Background: an optimization exercise with open tools, aiming at a short achievable clock period and few clock cycles. Do not read the settings as production practice. The RTL was checked by simulation tests, not by an equivalence proof against the original design. Power and IR drop assume default switching activity.

## design/flow/design.v

```verilog
module image_thresholder (
    input  wire        clk,
    input  wire        rst,           
    input  wire        cmd_valid,
    output wire        cmd_ready,
    input  wire [31:0] cmd_data,
    input  wire [7:0]  rd_idx,
    output reg  [31:0] rd_data,
    output wire        out_valid,
    input  wire        out_ready,
    output wire [7:0]  out_data,
    output wire        out_last
);
    localparam BUF_BYTES = 256;
    localparam NAME_MAX  = 16;
    localparam [2:0] S_IDLE  = 3'd0;
    localparam [2:0] S_LOAD  = 3'd1;
    localparam [2:0] S_EMIT  = 3'd2;
    localparam [2:0] S_DONE  = 3'd3;
    localparam [2:0] S_ERROR = 3'd4;
    localparam [3:0] ERR_DIM      = 4'd1;
    localparam [3:0] ERR_CAPACITY = 4'd2;
    localparam [3:0] ERR_OVERRUN  = 4'd3;
    localparam [3:0] ERR_UNDERRUN = 4'd4;
    localparam [3:0] ERR_SEQUENCE = 4'd5;
    localparam [3:0] ERR_OPCODE   = 4'd6;
    localparam [3:0] ERR_RESERVED = 4'd7;
    localparam [3:0] ERR_NAME     = 4'd8;
    localparam [7:0] OP_NOP    = 8'h00;
    localparam [7:0] OP_SETW   = 8'h01;
    localparam [7:0] OP_SETH   = 8'h02;
    localparam [7:0] OP_SETF   = 8'h03;
    localparam [7:0] OP_NCLR   = 8'h04;
    localparam [7:0] OP_NBYTE  = 8'h05;
    localparam [7:0] OP_START  = 8'h08;
    localparam [7:0] OP_PIXEL  = 8'h09;
    localparam [7:0] OP_THRESH = 8'h0A;
    localparam [7:0] OP_FINISH = 8'h0B;
    localparam [7:0] OP_ABORT  = 8'h0F;
    localparam [2:0] P_MARK = 3'd0;
    localparam [2:0] P_NAME = 3'd1;
    localparam [2:0] P_C1   = 3'd2;
    localparam [2:0] P_BL   = 3'd3;
    localparam [2:0] P_C2   = 3'd4;
    localparam [2:0] P_RS   = 3'd5;
    localparam [2:0] P_C3   = 3'd6;
    localparam [2:0] P_PAY  = 3'd7;
    reg [2:0]  state;
    reg [3:0]  err;
    reg [23:0] width;
    reg [23:0] height;
    reg        flag_inv;
    reg        flag_lb;
    reg [4:0]  name_len;         
    reg [8:0]  row_stride;       
    reg [8:0]  byte_length;      
    reg [10:0] cur_x;            
    reg [8:0]  cur_y;            
    reg [8:0]  thresh_result;
    reg [9:0]  out_count;        
    reg [7:0]  buffer [0:BUF_BYTES-1];
    reg [7:0]  name   [0:NAME_MAX-1];
    wire [7:0]  op    = cmd_data[31:24];
    wire [23:0] imm   = cmd_data[23:0];
    reg op_known;
    reg op_resv_bits;
    always @(*) begin
        op_known     = 1'b1;
        op_resv_bits = 1'b0;
        case (op)
            OP_NOP, OP_NCLR, OP_START, OP_FINISH, OP_ABORT: op_resv_bits = (imm != 24'd0);
            OP_SETF:                                        op_resv_bits = (imm[23:2] != 22'd0);
            OP_NBYTE:                                       op_resv_bits = (imm[23:8] != 16'd0);
            OP_SETW, OP_SETH, OP_PIXEL, OP_THRESH:          op_resv_bits = 1'b0;
            default:                                        op_known = 1'b0;
        endcase
    end
    wire st_cfg   = (state == S_IDLE) || (state == S_DONE) || (state == S_ERROR);
    wire st_load  = (state == S_LOAD);
    wire st_error = (state == S_ERROR);
    reg op_legal;
    always @(*) begin
        case (op)
            OP_NOP, OP_THRESH, OP_ABORT:                            op_legal = 1'b1;
            OP_SETW, OP_SETH, OP_SETF, OP_NCLR, OP_NBYTE, OP_START: op_legal = st_cfg;
            OP_PIXEL, OP_FINISH:                                    op_legal = st_load;
            default:                                                op_legal = 1'b0;
        endcase
    end
    reg        start_pend;       
    reg [1:0]  thr_busy;         
    reg [1:0]  dims_age;         
    assign cmd_ready = (state != S_EMIT) && !start_pend && (thr_busy == 2'd0);
    wire   cmd_fire  = cmd_valid && cmd_ready;
    wire   cmd_ok    = cmd_fire && op_known && !op_resv_bits && op_legal;
    wire [21:0] w_rs_full = width[23:3] + {20'd0, (width[2:0] != 3'd0)};
    reg  [8:0]  da_rs;
    reg  [8:0]  da_h;
    reg         da_big;
    reg         da_zero;
    always @(posedge clk) begin
        da_rs   <= w_rs_full[8:0];
        da_h    <= height[8:0];
        da_big  <= (w_rs_full > 22'd256) || (height > 24'd256);
        da_zero <= (width == 24'd0) || (height == 24'd0);
    end
    wire [17:0] da_bl = da_h * da_rs;
    reg  [8:0]  db_rs;
    reg  [8:0]  db_bl;
    reg         db_fits;
    reg         db_zero;
    always @(posedge clk) begin
        db_rs   <= da_rs;
        db_bl   <= da_bl[8:0];
        db_fits <= !da_big && (da_bl <= 18'd256);
        db_zero <= da_zero;
    end
    wire dims_ok = (dims_age == 2'd2);
    reg  x_last;
    reg  y_full;
    wire w_is1     = (width == 24'd1);
    wire x_next_ls = ({13'd0, cur_x} + 24'd2 == width);
    wire y_next_fl = ({15'd0, cur_y} + 24'd1 == height);
    reg        p1_v;
    reg [23:0] p1_rgb;
    reg [2:0]  p1_pos;
    reg        p1_flush;
    reg [7:0]  pack;
    reg [7:0]  wq;               
    reg        p2_we;
    reg [7:0]  p2_addr;
    reg [7:0]  gd [0:15];        
    wire [9:0] p1_sum   = {2'b00, p1_rgb[23:16]} + {2'b00, p1_rgb[15:8]} + {2'b00, p1_rgb[7:0]};
    wire       p1_bit   = (p1_sum >= 10'd381) ^ flag_inv;
    wire [7:0] p1_merge = pack | ({7'd0, p1_bit} << (3'd7 - p1_pos));
    reg [23:0] thr_rgb;
    reg [9:0]  thr_sum;
    wire [9:0] thr_gray = thr_sum / 10'd3;
    reg        out_v;
    reg [7:0]  out_r;
    reg        out_l;
    assign out_valid = out_v;
    assign out_data  = out_r;
    assign out_last  = out_l;
    wire   out_fire  = out_v && out_ready;
    reg [2:0]  g_phase;
    reg [4:0]  g_idx;
    reg [7:0]  g_addr;
    reg        g_nib;
    reg        g_lf;
    reg [8:0]  g_col;
    reg [7:0]  g_pb;             
    reg [7:0]  rptr;
    reg [7:0]  s1 [0:15];        
    wire [7:0] rq = s1[rptr[7:4]];
    integer gi;
    always @(posedge clk)
        for (gi = 0; gi < 16; gi = gi + 1)
            s1[gi] <= buffer[{gi[3:0], rptr[3:0]}];
    reg [1:0]  bl_h, rs_h;
    reg [6:0]  bl_r, rs_r;
    reg [3:0]  bl_t, bl_o, rs_t, rs_o;
    reg [1:0]  bl_nd, rs_nd;
    always @(posedge clk) begin
        bl_h  <= (byte_length >= 9'd200) ? 2'd2 : (byte_length >= 9'd100) ? 2'd1 : 2'd0;
        bl_r  <= (byte_length >= 9'd200) ? byte_length - 9'd200 :
                 (byte_length >= 9'd100) ? byte_length - 9'd100 : byte_length;
        rs_h  <= (row_stride >= 9'd200) ? 2'd2 : (row_stride >= 9'd100) ? 2'd1 : 2'd0;
        rs_r  <= (row_stride >= 9'd200) ? row_stride - 9'd200 :
                 (row_stride >= 9'd100) ? row_stride - 9'd100 : row_stride;
        bl_t  <= bl_r / 7'd10;
        bl_o  <= bl_r % 7'd10;
        rs_t  <= rs_r / 7'd10;
        rs_o  <= rs_r % 7'd10;
        bl_nd <= (bl_h != 2'd0) ? 2'd3 : (bl_r >= 7'd10) ? 2'd2 : 2'd1;
        rs_nd <= (rs_h != 2'd0) ? 2'd3 : (rs_r >= 7'd10) ? 2'd2 : 2'd1;
    end
    reg [1:0] bl_h2, rs_h2;
    always @(posedge clk) begin
        bl_h2 <= bl_h;
        rs_h2 <= rs_h;
    end
    wire [3:0] g_nibv = g_nib ? g_pb[3:0] : g_pb[7:4];
    wire [7:0] g_hex  = (g_nibv < 4'd10) ? (8'h30 + {4'd0, g_nibv}) : (8'h37 + {4'd0, g_nibv});
    wire [3:0] bl_dig = (g_idx[1:0] == 2'd0) ? {2'd0, bl_h2} : (g_idx[1:0] == 2'd1) ? bl_t : bl_o;
    wire [3:0] rs_dig = (g_idx[1:0] == 2'd0) ? {2'd0, rs_h2} : (g_idx[1:0] == 2'd1) ? rs_t : rs_o;
    reg [7:0] g_byte;
    always @(*) begin
        case (g_phase)
            P_MARK:           g_byte = (g_idx[1:0] == 2'd1) ? 8'h44 : 8'h47;
            P_NAME:           g_byte = name[g_idx[3:0]];
            P_C1, P_C2, P_C3: g_byte = 8'h2C;
            P_BL:             g_byte = {4'h3, bl_dig};
            P_RS:             g_byte = {4'h3, rs_dig};
            default:          g_byte = g_lf ? 8'h0A : g_hex;
        endcase
    end
    wire g_last = (g_phase == P_PAY) && !g_lf && g_nib && ({1'b0, g_addr} == byte_length - 9'd1);
    wire [31:0] rd_q;
    wire [7:0] vn0 = ~{err, 1'b0, state};
    wire [23:0] vn1 = ~width;
    wire [23:0] vn2 = ~height;
    wire [1:0] vn3 = ~{flag_lb, flag_inv};
    wire [4:0] vn4 = ~name_len;
    wire [8:0] vn5 = ~row_stride;
    wire [8:0] vn6 = ~byte_length;
    wire [10:0] vn7 = ~cur_x;
    wire [8:0] vn8 = ~cur_y;
    wire [8:0] vn9 = ~thresh_result;
    wire [9:0] vn10 = ~out_count;
    wire rd_hzn0;
    image_thresholder_rdhzn u_rdhzn0 (.idx(rd_idx[7:4]), .hzn(rd_hzn0));
    wire rd_hzn1;
    image_thresholder_rdhzn u_rdhzn1 (.idx(rd_idx[7:4]), .hzn(rd_hzn1));
    wire rd_hzn2;
    image_thresholder_rdhzn u_rdhzn2 (.idx(rd_idx[7:4]), .hzn(rd_hzn2));
    wire rd_hzn3;
    image_thresholder_rdhzn u_rdhzn3 (.idx(rd_idx[7:4]), .hzn(rd_hzn3));
    wire [13:0] rd_seln0;
    image_thresholder_rddec u_rddec0 (.idx(rd_idx[3:0]), .seln(rd_seln0));
    wire [13:0] rd_seln1;
    image_thresholder_rddec u_rddec1 (.idx(rd_idx[3:0]), .seln(rd_seln1));
    wire [13:0] rd_seln2;
    image_thresholder_rddec u_rddec2 (.idx(rd_idx[3:0]), .seln(rd_seln2));
    wire [13:0] rd_seln3;
    image_thresholder_rddec u_rddec3 (.idx(rd_idx[3:0]), .seln(rd_seln3));
    wire [13:0] rd_seln4;
    image_thresholder_rddec u_rddec4 (.idx(rd_idx[3:0]), .seln(rd_seln4));
    wire [13:0] rd_seln5;
    image_thresholder_rddec u_rddec5 (.idx(rd_idx[3:0]), .seln(rd_seln5));
    wire [13:0] rd_seln6;
    image_thresholder_rddec u_rddec6 (.idx(rd_idx[3:0]), .seln(rd_seln6));
    wire [13:0] rd_seln7;
    image_thresholder_rddec u_rddec7 (.idx(rd_idx[3:0]), .seln(rd_seln7));
    wire rd_u0_0;
    image_thresholder_oai22 u_rd_u0_0 (.a1(rd_seln0[0]), .a2(vn0[0]), .b1(rd_seln0[1]), .b2(vn1[0]), .y(rd_u0_0));
    wire rd_u0_1;
    image_thresholder_oai22 u_rd_u0_1 (.a1(rd_seln0[2]), .a2(vn2[0]), .b1(rd_seln0[3]), .b2(vn3[0]), .y(rd_u0_1));
    wire rd_u0_2;
    image_thresholder_oai22 u_rd_u0_2 (.a1(rd_seln0[4]), .a2(vn4[0]), .b1(rd_seln0[5]), .b2(vn5[0]), .y(rd_u0_2));
    wire rd_u0_3;
    image_thresholder_oai22 u_rd_u0_3 (.a1(rd_seln0[6]), .a2(vn6[0]), .b1(rd_seln0[7]), .b2(vn7[0]), .y(rd_u0_3));
    wire rd_u0_4;
    image_thresholder_oai22 u_rd_u0_4 (.a1(rd_seln0[8]), .a2(vn8[0]), .b1(rd_seln0[9]), .b2(vn9[0]), .y(rd_u0_4));
    wire rd_u0_5;
    image_thresholder_oai22 u_rd_u0_5 (.a1(rd_seln0[10]), .a2(vn10[0]), .b1(1'b1), .b2(1'b1), .y(rd_u0_5));
    wire rd_n0_0;
    image_thresholder_nor3 u_rd_n0_0 (.a(rd_u0_0), .b(rd_u0_1), .c(rd_u0_2), .y(rd_n0_0));
    wire rd_n0_1;
    image_thresholder_nor3 u_rd_n0_1 (.a(rd_u0_3), .b(rd_u0_4), .c(rd_u0_5), .y(rd_n0_1));
    image_thresholder_aoi21 u_rd_q0 (.a1(rd_n0_0), .a2(rd_n0_1), .b(rd_hzn0), .y(rd_q[0]));
    wire rd_u1_0;
    image_thresholder_oai22 u_rd_u1_0 (.a1(rd_seln0[0]), .a2(vn0[1]), .b1(rd_seln0[1]), .b2(vn1[1]), .y(rd_u1_0));
    wire rd_u1_1;
    image_thresholder_oai22 u_rd_u1_1 (.a1(rd_seln0[2]), .a2(vn2[1]), .b1(rd_seln0[3]), .b2(vn3[1]), .y(rd_u1_1));
    wire rd_u1_2;
    image_thresholder_oai22 u_rd_u1_2 (.a1(rd_seln0[4]), .a2(vn4[1]), .b1(rd_seln0[5]), .b2(vn5[1]), .y(rd_u1_2));
    wire rd_u1_3;
    image_thresholder_oai22 u_rd_u1_3 (.a1(rd_seln0[6]), .a2(vn6[1]), .b1(rd_seln0[7]), .b2(vn7[1]), .y(rd_u1_3));
    wire rd_u1_4;
    image_thresholder_oai22 u_rd_u1_4 (.a1(rd_seln0[8]), .a2(vn8[1]), .b1(rd_seln0[9]), .b2(vn9[1]), .y(rd_u1_4));
    wire rd_u1_5;
    image_thresholder_oai22 u_rd_u1_5 (.a1(rd_seln0[10]), .a2(vn10[1]), .b1(1'b1), .b2(1'b1), .y(rd_u1_5));
    wire rd_n1_0;
    image_thresholder_nor3 u_rd_n1_0 (.a(rd_u1_0), .b(rd_u1_1), .c(rd_u1_2), .y(rd_n1_0));
    wire rd_n1_1;
    image_thresholder_nor3 u_rd_n1_1 (.a(rd_u1_3), .b(rd_u1_4), .c(rd_u1_5), .y(rd_n1_1));
    image_thresholder_aoi21 u_rd_q1 (.a1(rd_n1_0), .a2(rd_n1_1), .b(rd_hzn0), .y(rd_q[1]));
    wire rd_u2_0;
    image_thresholder_oai22 u_rd_u2_0 (.a1(rd_seln1[0]), .a2(vn0[2]), .b1(rd_seln1[1]), .b2(vn1[2]), .y(rd_u2_0));
    wire rd_u2_1;
    image_thresholder_oai22 u_rd_u2_1 (.a1(rd_seln1[2]), .a2(vn2[2]), .b1(rd_seln1[4]), .b2(vn4[2]), .y(rd_u2_1));
    wire rd_u2_2;
    image_thresholder_oai22 u_rd_u2_2 (.a1(rd_seln1[5]), .a2(vn5[2]), .b1(rd_seln1[6]), .b2(vn6[2]), .y(rd_u2_2));
    wire rd_u2_3;
    image_thresholder_oai22 u_rd_u2_3 (.a1(rd_seln1[7]), .a2(vn7[2]), .b1(rd_seln1[8]), .b2(vn8[2]), .y(rd_u2_3));
    wire rd_u2_4;
    image_thresholder_oai22 u_rd_u2_4 (.a1(rd_seln1[9]), .a2(vn9[2]), .b1(rd_seln1[10]), .b2(vn10[2]), .y(rd_u2_4));
    wire rd_n2_0;
    image_thresholder_nor3 u_rd_n2_0 (.a(rd_u2_0), .b(rd_u2_1), .c(rd_u2_2), .y(rd_n2_0));
    wire rd_n2_1;
    image_thresholder_nor3 u_rd_n2_1 (.a(rd_u2_3), .b(rd_u2_4), .c(1'b0), .y(rd_n2_1));
    image_thresholder_aoi21 u_rd_q2 (.a1(rd_n2_0), .a2(rd_n2_1), .b(rd_hzn0), .y(rd_q[2]));
    wire rd_u3_0;
    image_thresholder_oai22 u_rd_u3_0 (.a1(rd_seln1[1]), .a2(vn1[3]), .b1(rd_seln1[2]), .b2(vn2[3]), .y(rd_u3_0));
    wire rd_u3_1;
    image_thresholder_oai22 u_rd_u3_1 (.a1(rd_seln1[4]), .a2(vn4[3]), .b1(rd_seln1[5]), .b2(vn5[3]), .y(rd_u3_1));
    wire rd_u3_2;
    image_thresholder_oai22 u_rd_u3_2 (.a1(rd_seln1[6]), .a2(vn6[3]), .b1(rd_seln1[7]), .b2(vn7[3]), .y(rd_u3_2));
    wire rd_u3_3;
    image_thresholder_oai22 u_rd_u3_3 (.a1(rd_seln1[8]), .a2(vn8[3]), .b1(rd_seln1[9]), .b2(vn9[3]), .y(rd_u3_3));
    wire rd_u3_4;
    image_thresholder_oai22 u_rd_u3_4 (.a1(rd_seln1[10]), .a2(vn10[3]), .b1(1'b1), .b2(1'b1), .y(rd_u3_4));
    wire rd_n3_0;
    image_thresholder_nor3 u_rd_n3_0 (.a(rd_u3_0), .b(rd_u3_1), .c(rd_u3_2), .y(rd_n3_0));
    wire rd_n3_1;
    image_thresholder_nor3 u_rd_n3_1 (.a(rd_u3_3), .b(rd_u3_4), .c(1'b0), .y(rd_n3_1));
    image_thresholder_aoi21 u_rd_q3 (.a1(rd_n3_0), .a2(rd_n3_1), .b(rd_hzn0), .y(rd_q[3]));
    wire rd_u4_0;
    image_thresholder_oai22 u_rd_u4_0 (.a1(rd_seln2[0]), .a2(vn0[4]), .b1(rd_seln2[1]), .b2(vn1[4]), .y(rd_u4_0));
    wire rd_u4_1;
    image_thresholder_oai22 u_rd_u4_1 (.a1(rd_seln2[2]), .a2(vn2[4]), .b1(rd_seln2[4]), .b2(vn4[4]), .y(rd_u4_1));
    wire rd_u4_2;
    image_thresholder_oai22 u_rd_u4_2 (.a1(rd_seln2[5]), .a2(vn5[4]), .b1(rd_seln2[6]), .b2(vn6[4]), .y(rd_u4_2));
    wire rd_u4_3;
    image_thresholder_oai22 u_rd_u4_3 (.a1(rd_seln2[7]), .a2(vn7[4]), .b1(rd_seln2[8]), .b2(vn8[4]), .y(rd_u4_3));
    wire rd_u4_4;
    image_thresholder_oai22 u_rd_u4_4 (.a1(rd_seln2[9]), .a2(vn9[4]), .b1(rd_seln2[10]), .b2(vn10[4]), .y(rd_u4_4));
    wire rd_u4_5;
    image_thresholder_oai22 u_rd_u4_5 (.a1(rd_seln2[13]), .a2(1'b0), .b1(1'b1), .b2(1'b1), .y(rd_u4_5));
    wire rd_n4_0;
    image_thresholder_nor3 u_rd_n4_0 (.a(rd_u4_0), .b(rd_u4_1), .c(rd_u4_2), .y(rd_n4_0));
    wire rd_n4_1;
    image_thresholder_nor3 u_rd_n4_1 (.a(rd_u4_3), .b(rd_u4_4), .c(rd_u4_5), .y(rd_n4_1));
    image_thresholder_aoi21 u_rd_q4 (.a1(rd_n4_0), .a2(rd_n4_1), .b(rd_hzn0), .y(rd_q[4]));
    wire rd_u5_0;
    image_thresholder_oai22 u_rd_u5_0 (.a1(rd_seln2[0]), .a2(vn0[5]), .b1(rd_seln2[1]), .b2(vn1[5]), .y(rd_u5_0));
    wire rd_u5_1;
    image_thresholder_oai22 u_rd_u5_1 (.a1(rd_seln2[2]), .a2(vn2[5]), .b1(rd_seln2[5]), .b2(vn5[5]), .y(rd_u5_1));
    wire rd_u5_2;
    image_thresholder_oai22 u_rd_u5_2 (.a1(rd_seln2[6]), .a2(vn6[5]), .b1(rd_seln2[7]), .b2(vn7[5]), .y(rd_u5_2));
    wire rd_u5_3;
    image_thresholder_oai22 u_rd_u5_3 (.a1(rd_seln2[8]), .a2(vn8[5]), .b1(rd_seln2[9]), .b2(vn9[5]), .y(rd_u5_3));
    wire rd_u5_4;
    image_thresholder_oai22 u_rd_u5_4 (.a1(rd_seln2[10]), .a2(vn10[5]), .b1(1'b1), .b2(1'b1), .y(rd_u5_4));
    wire rd_n5_0;
    image_thresholder_nor3 u_rd_n5_0 (.a(rd_u5_0), .b(rd_u5_1), .c(rd_u5_2), .y(rd_n5_0));
    wire rd_n5_1;
    image_thresholder_nor3 u_rd_n5_1 (.a(rd_u5_3), .b(rd_u5_4), .c(1'b0), .y(rd_n5_1));
    image_thresholder_aoi21 u_rd_q5 (.a1(rd_n5_0), .a2(rd_n5_1), .b(rd_hzn0), .y(rd_q[5]));
    wire rd_u6_0;
    image_thresholder_oai22 u_rd_u6_0 (.a1(rd_seln3[0]), .a2(vn0[6]), .b1(rd_seln3[1]), .b2(vn1[6]), .y(rd_u6_0));
    wire rd_u6_1;
    image_thresholder_oai22 u_rd_u6_1 (.a1(rd_seln3[2]), .a2(vn2[6]), .b1(rd_seln3[5]), .b2(vn5[6]), .y(rd_u6_1));
    wire rd_u6_2;
    image_thresholder_oai22 u_rd_u6_2 (.a1(rd_seln3[6]), .a2(vn6[6]), .b1(rd_seln3[7]), .b2(vn7[6]), .y(rd_u6_2));
    wire rd_u6_3;
    image_thresholder_oai22 u_rd_u6_3 (.a1(rd_seln3[8]), .a2(vn8[6]), .b1(rd_seln3[9]), .b2(vn9[6]), .y(rd_u6_3));
    wire rd_u6_4;
    image_thresholder_oai22 u_rd_u6_4 (.a1(rd_seln3[10]), .a2(vn10[6]), .b1(1'b1), .b2(1'b1), .y(rd_u6_4));
    wire rd_n6_0;
    image_thresholder_nor3 u_rd_n6_0 (.a(rd_u6_0), .b(rd_u6_1), .c(rd_u6_2), .y(rd_n6_0));
    wire rd_n6_1;
    image_thresholder_nor3 u_rd_n6_1 (.a(rd_u6_3), .b(rd_u6_4), .c(1'b0), .y(rd_n6_1));
    image_thresholder_aoi21 u_rd_q6 (.a1(rd_n6_0), .a2(rd_n6_1), .b(rd_hzn1), .y(rd_q[6]));
    wire rd_u7_0;
    image_thresholder_oai22 u_rd_u7_0 (.a1(rd_seln3[0]), .a2(vn0[7]), .b1(rd_seln3[1]), .b2(vn1[7]), .y(rd_u7_0));
    wire rd_u7_1;
    image_thresholder_oai22 u_rd_u7_1 (.a1(rd_seln3[2]), .a2(vn2[7]), .b1(rd_seln3[5]), .b2(vn5[7]), .y(rd_u7_1));
    wire rd_u7_2;
    image_thresholder_oai22 u_rd_u7_2 (.a1(rd_seln3[6]), .a2(vn6[7]), .b1(rd_seln3[7]), .b2(vn7[7]), .y(rd_u7_2));
    wire rd_u7_3;
    image_thresholder_oai22 u_rd_u7_3 (.a1(rd_seln3[8]), .a2(vn8[7]), .b1(rd_seln3[9]), .b2(vn9[7]), .y(rd_u7_3));
    wire rd_u7_4;
    image_thresholder_oai22 u_rd_u7_4 (.a1(rd_seln3[10]), .a2(vn10[7]), .b1(1'b1), .b2(1'b1), .y(rd_u7_4));
    wire rd_n7_0;
    image_thresholder_nor3 u_rd_n7_0 (.a(rd_u7_0), .b(rd_u7_1), .c(rd_u7_2), .y(rd_n7_0));
    wire rd_n7_1;
    image_thresholder_nor3 u_rd_n7_1 (.a(rd_u7_3), .b(rd_u7_4), .c(1'b0), .y(rd_n7_1));
    image_thresholder_aoi21 u_rd_q7 (.a1(rd_n7_0), .a2(rd_n7_1), .b(rd_hzn1), .y(rd_q[7]));
    wire rd_u8_0;
    image_thresholder_oai22 u_rd_u8_0 (.a1(rd_seln4[1]), .a2(vn1[8]), .b1(rd_seln4[2]), .b2(vn2[8]), .y(rd_u8_0));
    wire rd_u8_1;
    image_thresholder_oai22 u_rd_u8_1 (.a1(rd_seln4[5]), .a2(vn5[8]), .b1(rd_seln4[6]), .b2(vn6[8]), .y(rd_u8_1));
    wire rd_u8_2;
    image_thresholder_oai22 u_rd_u8_2 (.a1(rd_seln4[7]), .a2(vn7[8]), .b1(rd_seln4[8]), .b2(vn8[8]), .y(rd_u8_2));
    wire rd_u8_3;
    image_thresholder_oai22 u_rd_u8_3 (.a1(rd_seln4[9]), .a2(vn9[8]), .b1(rd_seln4[10]), .b2(vn10[8]), .y(rd_u8_3));
    wire rd_u8_4;
    image_thresholder_oai22 u_rd_u8_4 (.a1(rd_seln4[12]), .a2(1'b0), .b1(1'b1), .b2(1'b1), .y(rd_u8_4));
    wire rd_n8_0;
    image_thresholder_nor3 u_rd_n8_0 (.a(rd_u8_0), .b(rd_u8_1), .c(rd_u8_2), .y(rd_n8_0));
    wire rd_n8_1;
    image_thresholder_nor3 u_rd_n8_1 (.a(rd_u8_3), .b(rd_u8_4), .c(1'b0), .y(rd_n8_1));
    image_thresholder_aoi21 u_rd_q8 (.a1(rd_n8_0), .a2(rd_n8_1), .b(rd_hzn1), .y(rd_q[8]));
    wire rd_u9_0;
    image_thresholder_oai22 u_rd_u9_0 (.a1(rd_seln4[1]), .a2(vn1[9]), .b1(rd_seln4[2]), .b2(vn2[9]), .y(rd_u9_0));
    wire rd_u9_1;
    image_thresholder_oai22 u_rd_u9_1 (.a1(rd_seln4[7]), .a2(vn7[9]), .b1(rd_seln4[10]), .b2(vn10[9]), .y(rd_u9_1));
    wire rd_n9_0;
    image_thresholder_nor3 u_rd_n9_0 (.a(rd_u9_0), .b(rd_u9_1), .c(1'b0), .y(rd_n9_0));
    image_thresholder_aoi21 u_rd_q9 (.a1(rd_n9_0), .a2(1'b1), .b(rd_hzn1), .y(rd_q[9]));
    wire rd_u10_0;
    image_thresholder_oai22 u_rd_u10_0 (.a1(rd_seln5[1]), .a2(vn1[10]), .b1(rd_seln5[2]), .b2(vn2[10]), .y(rd_u10_0));
    wire rd_u10_1;
    image_thresholder_oai22 u_rd_u10_1 (.a1(rd_seln5[7]), .a2(vn7[10]), .b1(1'b1), .b2(1'b1), .y(rd_u10_1));
    wire rd_n10_0;
    image_thresholder_nor3 u_rd_n10_0 (.a(rd_u10_0), .b(rd_u10_1), .c(1'b0), .y(rd_n10_0));
    image_thresholder_aoi21 u_rd_q10 (.a1(rd_n10_0), .a2(1'b1), .b(rd_hzn1), .y(rd_q[10]));
    wire rd_u11_0;
    image_thresholder_oai22 u_rd_u11_0 (.a1(rd_seln5[1]), .a2(vn1[11]), .b1(rd_seln5[2]), .b2(vn2[11]), .y(rd_u11_0));
    wire rd_n11_0;
    image_thresholder_nor3 u_rd_n11_0 (.a(rd_u11_0), .b(1'b0), .c(1'b0), .y(rd_n11_0));
    image_thresholder_aoi21 u_rd_q11 (.a1(rd_n11_0), .a2(1'b1), .b(rd_hzn1), .y(rd_q[11]));
    wire rd_u12_0;
    image_thresholder_oai22 u_rd_u12_0 (.a1(rd_seln6[1]), .a2(vn1[12]), .b1(rd_seln6[2]), .b2(vn2[12]), .y(rd_u12_0));
    wire rd_n12_0;
    image_thresholder_nor3 u_rd_n12_0 (.a(rd_u12_0), .b(1'b0), .c(1'b0), .y(rd_n12_0));
    image_thresholder_aoi21 u_rd_q12 (.a1(rd_n12_0), .a2(1'b1), .b(rd_hzn2), .y(rd_q[12]));
    wire rd_u13_0;
    image_thresholder_oai22 u_rd_u13_0 (.a1(rd_seln6[1]), .a2(vn1[13]), .b1(rd_seln6[2]), .b2(vn2[13]), .y(rd_u13_0));
    wire rd_n13_0;
    image_thresholder_nor3 u_rd_n13_0 (.a(rd_u13_0), .b(1'b0), .c(1'b0), .y(rd_n13_0));
    image_thresholder_aoi21 u_rd_q13 (.a1(rd_n13_0), .a2(1'b1), .b(rd_hzn2), .y(rd_q[13]));
    wire rd_u14_0;
    image_thresholder_oai22 u_rd_u14_0 (.a1(rd_seln6[1]), .a2(vn1[14]), .b1(rd_seln6[2]), .b2(vn2[14]), .y(rd_u14_0));
    wire rd_n14_0;
    image_thresholder_nor3 u_rd_n14_0 (.a(rd_u14_0), .b(1'b0), .c(1'b0), .y(rd_n14_0));
    image_thresholder_aoi21 u_rd_q14 (.a1(rd_n14_0), .a2(1'b1), .b(rd_hzn2), .y(rd_q[14]));
    wire rd_u15_0;
    image_thresholder_oai22 u_rd_u15_0 (.a1(rd_seln6[1]), .a2(vn1[15]), .b1(rd_seln6[2]), .b2(vn2[15]), .y(rd_u15_0));
    wire rd_n15_0;
    image_thresholder_nor3 u_rd_n15_0 (.a(rd_u15_0), .b(1'b0), .c(1'b0), .y(rd_n15_0));
    image_thresholder_aoi21 u_rd_q15 (.a1(rd_n15_0), .a2(1'b1), .b(rd_hzn2), .y(rd_q[15]));
    wire rd_u16_0;
    image_thresholder_oai22 u_rd_u16_0 (.a1(rd_seln6[1]), .a2(vn1[16]), .b1(rd_seln6[2]), .b2(vn2[16]), .y(rd_u16_0));
    wire rd_n16_0;
    image_thresholder_nor3 u_rd_n16_0 (.a(rd_u16_0), .b(1'b0), .c(1'b0), .y(rd_n16_0));
    image_thresholder_aoi21 u_rd_q16 (.a1(rd_n16_0), .a2(1'b1), .b(rd_hzn2), .y(rd_q[16]));
    wire rd_u17_0;
    image_thresholder_oai22 u_rd_u17_0 (.a1(rd_seln6[1]), .a2(vn1[17]), .b1(rd_seln6[2]), .b2(vn2[17]), .y(rd_u17_0));
    wire rd_n17_0;
    image_thresholder_nor3 u_rd_n17_0 (.a(rd_u17_0), .b(1'b0), .c(1'b0), .y(rd_n17_0));
    image_thresholder_aoi21 u_rd_q17 (.a1(rd_n17_0), .a2(1'b1), .b(rd_hzn2), .y(rd_q[17]));
    wire rd_u18_0;
    image_thresholder_oai22 u_rd_u18_0 (.a1(rd_seln7[1]), .a2(vn1[18]), .b1(rd_seln7[2]), .b2(vn2[18]), .y(rd_u18_0));
    wire rd_n18_0;
    image_thresholder_nor3 u_rd_n18_0 (.a(rd_u18_0), .b(1'b0), .c(1'b0), .y(rd_n18_0));
    image_thresholder_aoi21 u_rd_q18 (.a1(rd_n18_0), .a2(1'b1), .b(rd_hzn3), .y(rd_q[18]));
    wire rd_u19_0;
    image_thresholder_oai22 u_rd_u19_0 (.a1(rd_seln7[1]), .a2(vn1[19]), .b1(rd_seln7[2]), .b2(vn2[19]), .y(rd_u19_0));
    wire rd_n19_0;
    image_thresholder_nor3 u_rd_n19_0 (.a(rd_u19_0), .b(1'b0), .c(1'b0), .y(rd_n19_0));
    image_thresholder_aoi21 u_rd_q19 (.a1(rd_n19_0), .a2(1'b1), .b(rd_hzn3), .y(rd_q[19]));
    wire rd_u20_0;
    image_thresholder_oai22 u_rd_u20_0 (.a1(rd_seln7[1]), .a2(vn1[20]), .b1(rd_seln7[2]), .b2(vn2[20]), .y(rd_u20_0));
    wire rd_n20_0;
    image_thresholder_nor3 u_rd_n20_0 (.a(rd_u20_0), .b(1'b0), .c(1'b0), .y(rd_n20_0));
    image_thresholder_aoi21 u_rd_q20 (.a1(rd_n20_0), .a2(1'b1), .b(rd_hzn3), .y(rd_q[20]));
    wire rd_u21_0;
    image_thresholder_oai22 u_rd_u21_0 (.a1(rd_seln7[1]), .a2(vn1[21]), .b1(rd_seln7[2]), .b2(vn2[21]), .y(rd_u21_0));
    wire rd_n21_0;
    image_thresholder_nor3 u_rd_n21_0 (.a(rd_u21_0), .b(1'b0), .c(1'b0), .y(rd_n21_0));
    image_thresholder_aoi21 u_rd_q21 (.a1(rd_n21_0), .a2(1'b1), .b(rd_hzn3), .y(rd_q[21]));
    wire rd_u22_0;
    image_thresholder_oai22 u_rd_u22_0 (.a1(rd_seln7[1]), .a2(vn1[22]), .b1(rd_seln7[2]), .b2(vn2[22]), .y(rd_u22_0));
    wire rd_n22_0;
    image_thresholder_nor3 u_rd_n22_0 (.a(rd_u22_0), .b(1'b0), .c(1'b0), .y(rd_n22_0));
    image_thresholder_aoi21 u_rd_q22 (.a1(rd_n22_0), .a2(1'b1), .b(rd_hzn3), .y(rd_q[22]));
    wire rd_u23_0;
    image_thresholder_oai22 u_rd_u23_0 (.a1(rd_seln7[1]), .a2(vn1[23]), .b1(rd_seln7[2]), .b2(vn2[23]), .y(rd_u23_0));
    wire rd_n23_0;
    image_thresholder_nor3 u_rd_n23_0 (.a(rd_u23_0), .b(1'b0), .c(1'b0), .y(rd_n23_0));
    image_thresholder_aoi21 u_rd_q23 (.a1(rd_n23_0), .a2(1'b1), .b(rd_hzn3), .y(rd_q[23]));
    assign rd_q[31:24] = 8'd0;
    always @(*) rd_data = rd_q;
    wire start_go = (start_pend || (cmd_ok && op == OP_START)) && dims_ok;
    always @(posedge clk) begin
        if (rst) begin
            state         <= S_IDLE;
            err           <= 4'd0;
            width         <= 24'd0;
            height        <= 24'd0;
            flag_inv      <= 1'b0;
            flag_lb       <= 1'b0;
            name_len      <= 5'd0;
            row_stride    <= 9'd0;
            byte_length   <= 9'd0;
            cur_x         <= 11'd0;
            cur_y         <= 9'd0;
            thresh_result <= 9'd0;
            out_count     <= 10'd0;
            start_pend    <= 1'b0;
            thr_busy      <= 2'd0;
            dims_age      <= 2'd0;
            p1_v          <= 1'b0;
            p2_we         <= 1'b0;
            out_v         <= 1'b0;
            out_l         <= 1'b0;
        end else begin
            if (dims_age != 2'd2)
                dims_age <= dims_age + 2'd1;
            if (thr_busy == 2'd1) begin
                thr_sum  <= {2'b00, thr_rgb[23:16]} + {2'b00, thr_rgb[15:8]} + {2'b00, thr_rgb[7:0]};
                thr_busy <= 2'd2;
            end else if (thr_busy == 2'd2) begin
                thresh_result <= {(thr_sum >= 10'd381), thr_gray[7:0]};
                thr_busy      <= 2'd0;
            end
            p1_v  <= 1'b0;
            p2_we <= 1'b0;
            if (p1_v) begin
                if (p1_flush) begin
                    pack    <= 8'h00;
                    p2_we   <= 1'b1;
                    p2_addr <= wq;
                    wq      <= wq + 8'd1;
                end else begin
                    pack    <= p1_merge;
                end
            end
            if (out_fire) begin
                out_count <= out_count + 10'd1;
                if (out_l) begin
                    out_v <= 1'b0;
                    out_l <= 1'b0;
                    state <= S_DONE;
                end else begin
                    out_r <= g_byte;
                    out_l <= g_last;
                    case (g_phase)
                        P_MARK: begin
                            if (g_idx[1:0] == 2'd2) begin
                                g_idx   <= 5'd0;
                                g_phase <= (name_len == 5'd0) ? P_C1 : P_NAME;
                            end else begin
                                g_idx <= g_idx + 5'd1;
                            end
                        end
                        P_NAME: begin
                            if (g_idx == name_len - 5'd1) begin
                                g_idx   <= 5'd0;
                                g_phase <= P_C1;
                            end else begin
                                g_idx <= g_idx + 5'd1;
                            end
                        end
                        P_C1: begin
                            g_phase <= P_BL;
                            g_idx   <= {3'd0, 2'd3 - bl_nd};
                        end
                        P_BL: begin
                            if (g_idx[1:0] == 2'd2) g_phase <= P_C2;
                            g_idx <= g_idx + 5'd1;
                        end
                        P_C2: begin
                            g_phase <= P_RS;
                            g_idx   <= {3'd0, 2'd3 - rs_nd};
                        end
                        P_RS: begin
                            if (g_idx[1:0] == 2'd2) g_phase <= P_C3;
                            g_idx <= g_idx + 5'd1;
                        end
                        P_C3: begin
                            g_phase <= P_PAY;
                            g_addr  <= 8'd0;
                            g_nib   <= 1'b0;
                            g_col   <= 9'd0;
                            g_lf    <= flag_lb;
                            g_pb    <= rq;
                            rptr    <= 8'd1;
                        end
                        default: begin
                            if (g_lf) begin
                                g_lf <= 1'b0;
                            end else if (!g_nib) begin
                                g_nib <= 1'b1;
                            end else begin
                                g_nib  <= 1'b0;
                                g_addr <= g_addr + 8'd1;
                                g_pb   <= rq;
                                rptr   <= rptr + 8'd1;
                                if (g_col == row_stride - 9'd1) begin
                                    g_col <= 9'd0;
                                    g_lf  <= flag_lb;
                                end else begin
                                    g_col <= g_col + 9'd1;
                                end
                            end
                        end
                    endcase
                end
            end
            if (cmd_fire) begin
                if (!op_known) begin
                    if (!st_error) begin state <= S_ERROR; err <= ERR_OPCODE; end
                end else if (op_resv_bits) begin
                    if (!st_error) begin state <= S_ERROR; err <= ERR_RESERVED; end
                end else if (!op_legal) begin
                    if (!st_error) begin state <= S_ERROR; err <= ERR_SEQUENCE; end
                end else begin
                    case (op)
                        OP_SETW: begin
                            width    <= imm;
                            dims_age <= 2'd0;
                        end
                        OP_SETH: begin
                            height   <= imm;
                            dims_age <= 2'd0;
                        end
                        OP_SETF: begin
                            flag_inv <= imm[0];
                            flag_lb  <= imm[1];
                        end
                        OP_NCLR: name_len <= 5'd0;
                        OP_NBYTE: begin
                            if (name_len[4]) begin
                                if (!st_error) begin state <= S_ERROR; err <= ERR_NAME; end
                            end else begin
                                name_len <= name_len + 5'd1;
                            end
                        end
                        OP_START: begin
                            if (!dims_ok)
                                start_pend <= 1'b1;
                        end
                        OP_PIXEL: begin
                            if (y_full) begin
                                state <= S_ERROR;
                                err   <= ERR_OVERRUN;
                            end else begin
                                p1_v     <= 1'b1;
                                if (x_last) begin
                                    cur_x  <= 11'd0;
                                    cur_y  <= cur_y + 9'd1;
                                    x_last <= w_is1;
                                    y_full <= y_next_fl;
                                end else begin
                                    cur_x  <= cur_x + 11'd1;
                                    x_last <= x_next_ls;
                                end
                            end
                        end
                        OP_THRESH: thr_busy <= 2'd1;
                        OP_FINISH: begin
                            if (!y_full) begin
                                state <= S_ERROR;
                                err   <= ERR_UNDERRUN;
                            end else begin
                                state     <= S_EMIT;
                                out_count <= 10'd0;
                                out_v     <= 1'b1;
                                out_r     <= 8'h7E;
                                out_l     <= 1'b0;
                                g_phase   <= P_MARK;
                                g_idx     <= 5'd1;
                                rptr      <= 8'd0;
                            end
                        end
                        OP_ABORT: begin
                            state <= S_IDLE;
                            err   <= 4'd0;
                        end
                        default: ;
                    endcase
                end
            end
            if (start_go) begin
                start_pend <= 1'b0;
                if (db_zero) begin
                    state <= S_ERROR;
                    err   <= ERR_DIM;
                end else if (!db_fits) begin
                    state <= S_ERROR;
                    err   <= ERR_CAPACITY;
                end else begin
                    state       <= S_LOAD;
                    err         <= 4'd0;
                    row_stride  <= db_rs;
                    byte_length <= db_bl;
                    cur_x       <= 11'd0;
                    cur_y       <= 9'd0;
                    x_last      <= w_is1;
                    y_full      <= 1'b0;
                    out_count   <= 10'd0;
                    pack        <= 8'h00;
                    p1_v        <= 1'b0;
                    p2_we       <= 1'b0;
                    wq          <= 8'd0;
                end
            end
        end
    end
    always @(posedge clk) begin
        if (!rst && p1_v && p1_flush)
            gd[wq[7:4]] <= p1_merge;
    end
    always @(posedge clk) begin
        if (!rst && p2_we)
            buffer[p2_addr] <= gd[p2_addr[7:4]];
    end
    always @(posedge clk) begin
        if (!name_len[4])
            name[name_len[3:0]] <= imm[7:0];
    end
    always @(posedge clk) begin
        p1_rgb   <= imm;
        p1_pos   <= cur_x[2:0];
        p1_flush <= (cur_x[2:0] == 3'd7) || x_last;
        if (thr_busy == 2'd0)
            thr_rgb <= imm;
    end
endmodule
module image_thresholder_rddec (
    input  wire [3:0]  idx,
    output wire [13:0] seln
);
    wire [3:0] idxn;
    image_thresholder_inv4 u_inv (.a(idx), .y(idxn));
    genvar k;
    generate
        for (k = 0; k < 14; k = k + 1) begin : g_sel
            image_thresholder_nand4 u_nand (
                .a(k[3] ? idx[3] : idxn[3]), .b(k[2] ? idx[2] : idxn[2]),
                .c(k[1] ? idx[1] : idxn[1]), .d(k[0] ? idx[0] : idxn[0]),
                .y(seln[k]));
        end
    endgenerate
endmodule
module image_thresholder_rdhzn (
    input  wire [3:0] idx,
    output wire       hzn
);
    wire ha, hb;
    image_thresholder_nor2 u_ha (.a(idx[3]), .b(idx[2]), .y(ha));
    image_thresholder_nor2 u_hb (.a(idx[1]), .b(idx[0]), .y(hb));
    image_thresholder_nand2 u_hz (.a(ha), .b(hb), .y(hzn));
endmodule
module image_thresholder_inv4 (
    input  wire [3:0] a,
    output wire [3:0] y
);
    assign y = ~a;
endmodule
module image_thresholder_nand4 (
    input  wire a, b, c, d,
    output wire y
);
    assign y = ~(a & b & c & d);
endmodule
module image_thresholder_nand2 (
    input  wire a, b,
    output wire y
);
    assign y = ~(a & b);
endmodule
module image_thresholder_nor2 (
    input  wire a, b,
    output wire y
);
    assign y = ~(a | b);
endmodule
module image_thresholder_oai22 (
    input  wire a1, a2, b1, b2,
    output wire y
);
    assign y = ~((a1 | a2) & (b1 | b2));
endmodule
module image_thresholder_nor3 (
    input  wire a, b, c,
    output wire y
);
    assign y = ~(a | b | c);
endmodule
module image_thresholder_aoi21 (
    input  wire a1, a2, b,
    output wire y
);
    assign y = ~((a1 & a2) | b);
endmodule
```

## design/flow/flow/run.sh

```bash
#!/bin/bash
set -e
MARGIN=6.5
{
  echo "export SETUP_SLACK_MARGIN = $MARGIN"
  echo "export TNS_END_PERCENT = 100"
} >> config.mk
bash standard.sh > standard.log 2>&1
```

## design/flow/standard.sh

```bash
#!/bin/bash
# synth_recipe.tcl (not shown) runs the flow's synth.tcl, then flattens the netlist and writes it again
# the make line also repeats each setting of config.mk as NAME=value (left out here)
make -C /OpenROAD-flow-scripts/flow DESIGN_CONFIG=/design/flow/config.mk WORK_HOME=/design/flow/orfs CLKGATE_MAP_FILE= SYNTH_SCRIPT=/design/flow/synth_recipe.tcl "${@:-finish}"
```

## design/flow/config.mk

```make
export PLATFORM = sky130hd
export DESIGN_NAME = image_thresholder
export DESIGN_NICKNAME = image_thresholder
export VERILOG_FILES = /design/flow/design.v
export SDC_FILE = /design/flow/constraint.sdc
export NUM_CORES = 4
export LEC_CHECK = 0
export ABC_CLOCK_PERIOD_IN_PS = 100
export CAP_MARGIN = 20
export CORE_MARGIN = 2
export CORE_UTILIZATION = 55
export SLEW_MARGIN = 20
export SYNTH_HIERARCHICAL = 1
export SETUP_SLACK_MARGIN = 6.5
export TNS_END_PERCENT = 100
```

## design/flow/constraint.sdc

```tcl
create_clock -name core_clock -period 12.0 [get_ports {clk}]
set_input_delay 2.4000 -clock core_clock [delete_from_list [all_inputs] [get_ports {clk}]]
set_output_delay 2.4000 -clock core_clock [all_outputs]
set_load 0.01 [all_outputs]
```

==> results.py <==
metrics = {
    "floorplanning": {
        "die_h_um": 458.2,
        "num_rows": 166,
        "dieWidth_um": 458.2,
        "dieArea_um2": 210000,
        "ios": 87,
        "start_util_pct": 55.41,
        "core_area_um2": 204800,
    },
    "clocking": {
        "numCtsBuffers": 303,
        "cts.sinks": 2789,
        "clockRootBuffer": "clkbuf_16",
        "clock_latency_ps": 930,
        "clk_pin_slew_ps": 60,
        "cts_tree": "done",
        "htree_levels": 5,
        "clockBufferDepth": 4,
    },
    "global_route": {
        "grt-ovfl-total": 0,
        "grt_usage_pct": 26.80,
        "antenna_found_initial": 5,
        "grt_pass1_vias": 59330,
        "grt_first_pass_wirelength_mm": 410.2,
        "grt_start_max_net_pins": 231,
    },
    "critical_path": {
        "required_ps": 9600,
        "crit_fanout": 7,
        "critPathLaunchType": "input pin",
        "reg2reg_depth": 14,
        "critical_path_class": "input pin to output pin",
        "cp.arrival_ps": 3690,
        "crit_chain": "buf_12 -> buf_12 -> buf_8 -> clkinvlp_4 -> nand4_1 -> o22ai_2 -> nor3_2 -> a21oi_2 -> buf_2",
        "crit_cells": 9,
        "crit_buf_inv": 5,
        "cpPeakStageDelay_ps": 210,
        "cp-end-kind": "output pin",
        "cp_common_cell": "buf_12",
        "crit_path_top_delay_cell": "o22ai_2",
        "crit_family": "buffers and inverters",
    },
    "detailed_routing": {
        "num_vias": 59390,
        "drt-initial-drc-count": 5978,
        "drc": 0,
        "routedWlPerCell_um": 29.31,
        "drtAntennaViolNets": 0,
        "drt_wl_total_mm": 279.8,
        "viasPerCell": 6.222,
        "firstDrtPassIters": 6,
    },
    "timing": {
        "holdWs_ps": 340.4,
        "setup_viol": 0,
        "hold_violations": 0,
        "max_freq_mhz": 164.1,
        "min_period_ps": 6092,
        "post-route-period-util_pct": 50.77,
        "rsz0062_at_grt": "yes",
        "slew_headroom_pct": 21.14,
        "clock_skew_ps": 50.87,
        "slew_violations": 0,
        "tightest_slew_ps": 1179,
        "tns_ps": 0,
    },
    "cells_and_area": {
        "finalCoreUtilization_pct": 62.41,
        "fill_cells": 14590,
        "multiInputGateArea_um2": 31870,
        "regArea_um2": 80010,
        "final_nets": 6836,
        "drive_above_1_share_pct": 21.69,
        "area_growth_pct": 12.64,
    },
    "placed_design": {
        "globalplace.congestion": 0.8869,
        "port_buffers": 78,
        "hpwl_mm": 170.5,
    },
    "yosys": {
        "synth_cells": 6364,
        "yosys_warnings": 8,
        "syn_area_um2": 113500,
        "synth.avg_cell_area_um2": 17.83,
    },
    "status": {
        "status": "timing/DRC/antenna clean",
    },
    "power_and_ir_drop": {
        "p_per_area_nw_per_um2": 158.1,
        "vdd.ir_drop.worst_v": 0.0001684,
        "power_leakage_uw": 0.04156,
    },
    "worst_hold_path": {
        "hold_path_class": "flop to flop",
        "hold_depth": 0,
    },
    "job": {
        "maxCapViolCount": 0,
    },
}
-- registers in the layout, indices dropped and copies added (netlist names), 10 cells and up, named ones only --
name and cells:
buffer 2048, cur_x 11, gd 128, height 24, name 128, out_count 10, p1_rgb 24, s1 128
thr_rgb 24, thr_sum 10, width 24
-- repair_timing --
action / in CTS / in global routing
buffers inserted: 21 / 5
gates resized for setup: 223 / 35
cloned: 6 / 2
pin swaps: 70 / 45
setup endpoints to repair: 51 / 44
hold buffers: 0 / 0
-- through the flow --
stage	cell area [um^2]	power [uW]	std cells	setup WS (ps)
final	127800	20210	9544	5908
after global routing	127800	20780	9542	5867
after CTS	127500	20360	9530	5937
after detailed placement	117500	11560	8979	4878
after global placement	117500	11560	8979	4433
after floorplan	113800	11250	6439	6516
-- worst paths after layout --
path | slack (ps) | startpoint | to
max | 5910 | rd_idx[1] | rd_data[4]
min | 340 | da_zero | db_zero
max reg2reg | 7180 | da_rs[2] | db_fits
min reg2reg | 340 | da_zero | db_zero
-- metal layers --
layer	wire, um	global-route usage (%)	up-vias
met3	17980	4.205	389
li1	-	-	25610
met4	6453	6.794	2
met2	137700	43.48	2099
met1	117500	38.49	31290
met5	93	0.3215	-
-- power breakdown --
| group | internal, uW | switching [uW] | total (uW) |
|---|---|---|---|
| registers | 10500 | 70.5 | 10500 |
| clock network | 5170 | 3660 | 8830 |
| logic | 375 | 458 | 833 |
-- cells in the final DEF, fill, tap and decap left out, drive strengths merged, types with 16 or more instances in the layout --
master,instances
a211oi,27
nor2,517
clkdlybuf4s50,45
a22oi,18
nand3,103
clkinvlp,16
ha,92
inv,292
dfxtp,374
conb,77
nor2b,47
xnor2,105
and2,58
and3,30
edfxtp,2415
xor2,36
a21oi,149
mux2i,87
nand2b,19
o21ai,88
fa,68
buf,156
clkbuf,418
mux4,724
nand2,242
o22ai,75
nor4,24
nand4,88
clkinv,79
a31oi,30
nor3,101
-- final cells by class --
class	count	share of cell area [%]
clock buffer	416	6.610
multi-input combinational	3039	24.93
clock inverter	108	0.6833
tap	2688	2.631
antenna	5	0.009789
inverter	291	0.8967
sequential	2789	62.60
timing repair buffer	208	1.641
Testbench counts, summed over its fixed seeds: cycles 107,009.

static timing again, ports no longer ideal:
How much do the figures lean on ideal ports? The routed layout below was timed once more, with nothing changed but the port constraints.
Step 1, drivers: a clkbuf_16 drives clk and a buf_2 each remaining input, both assumed.
Step 2 moves the port delays by t, midway between the first and last clock arrival at a register: inputs arrive t later, outputs are due t later. That takes back most of the time a late clock gives input paths.
a / b / c = ideal ports / drivers / drivers and shift; a / b = the first two.
t (ns): 0.999
setup slack, ns: 5.908 / 5.854 / 5.854
worst setup path at the end: input to output
worst data-port slew with drivers (ns): 0.17
After both steps setup and hold are still met in this run. For this run, drivers alone change the setup slack by -0.054 ns; drivers and shift together by -0.054 ns.
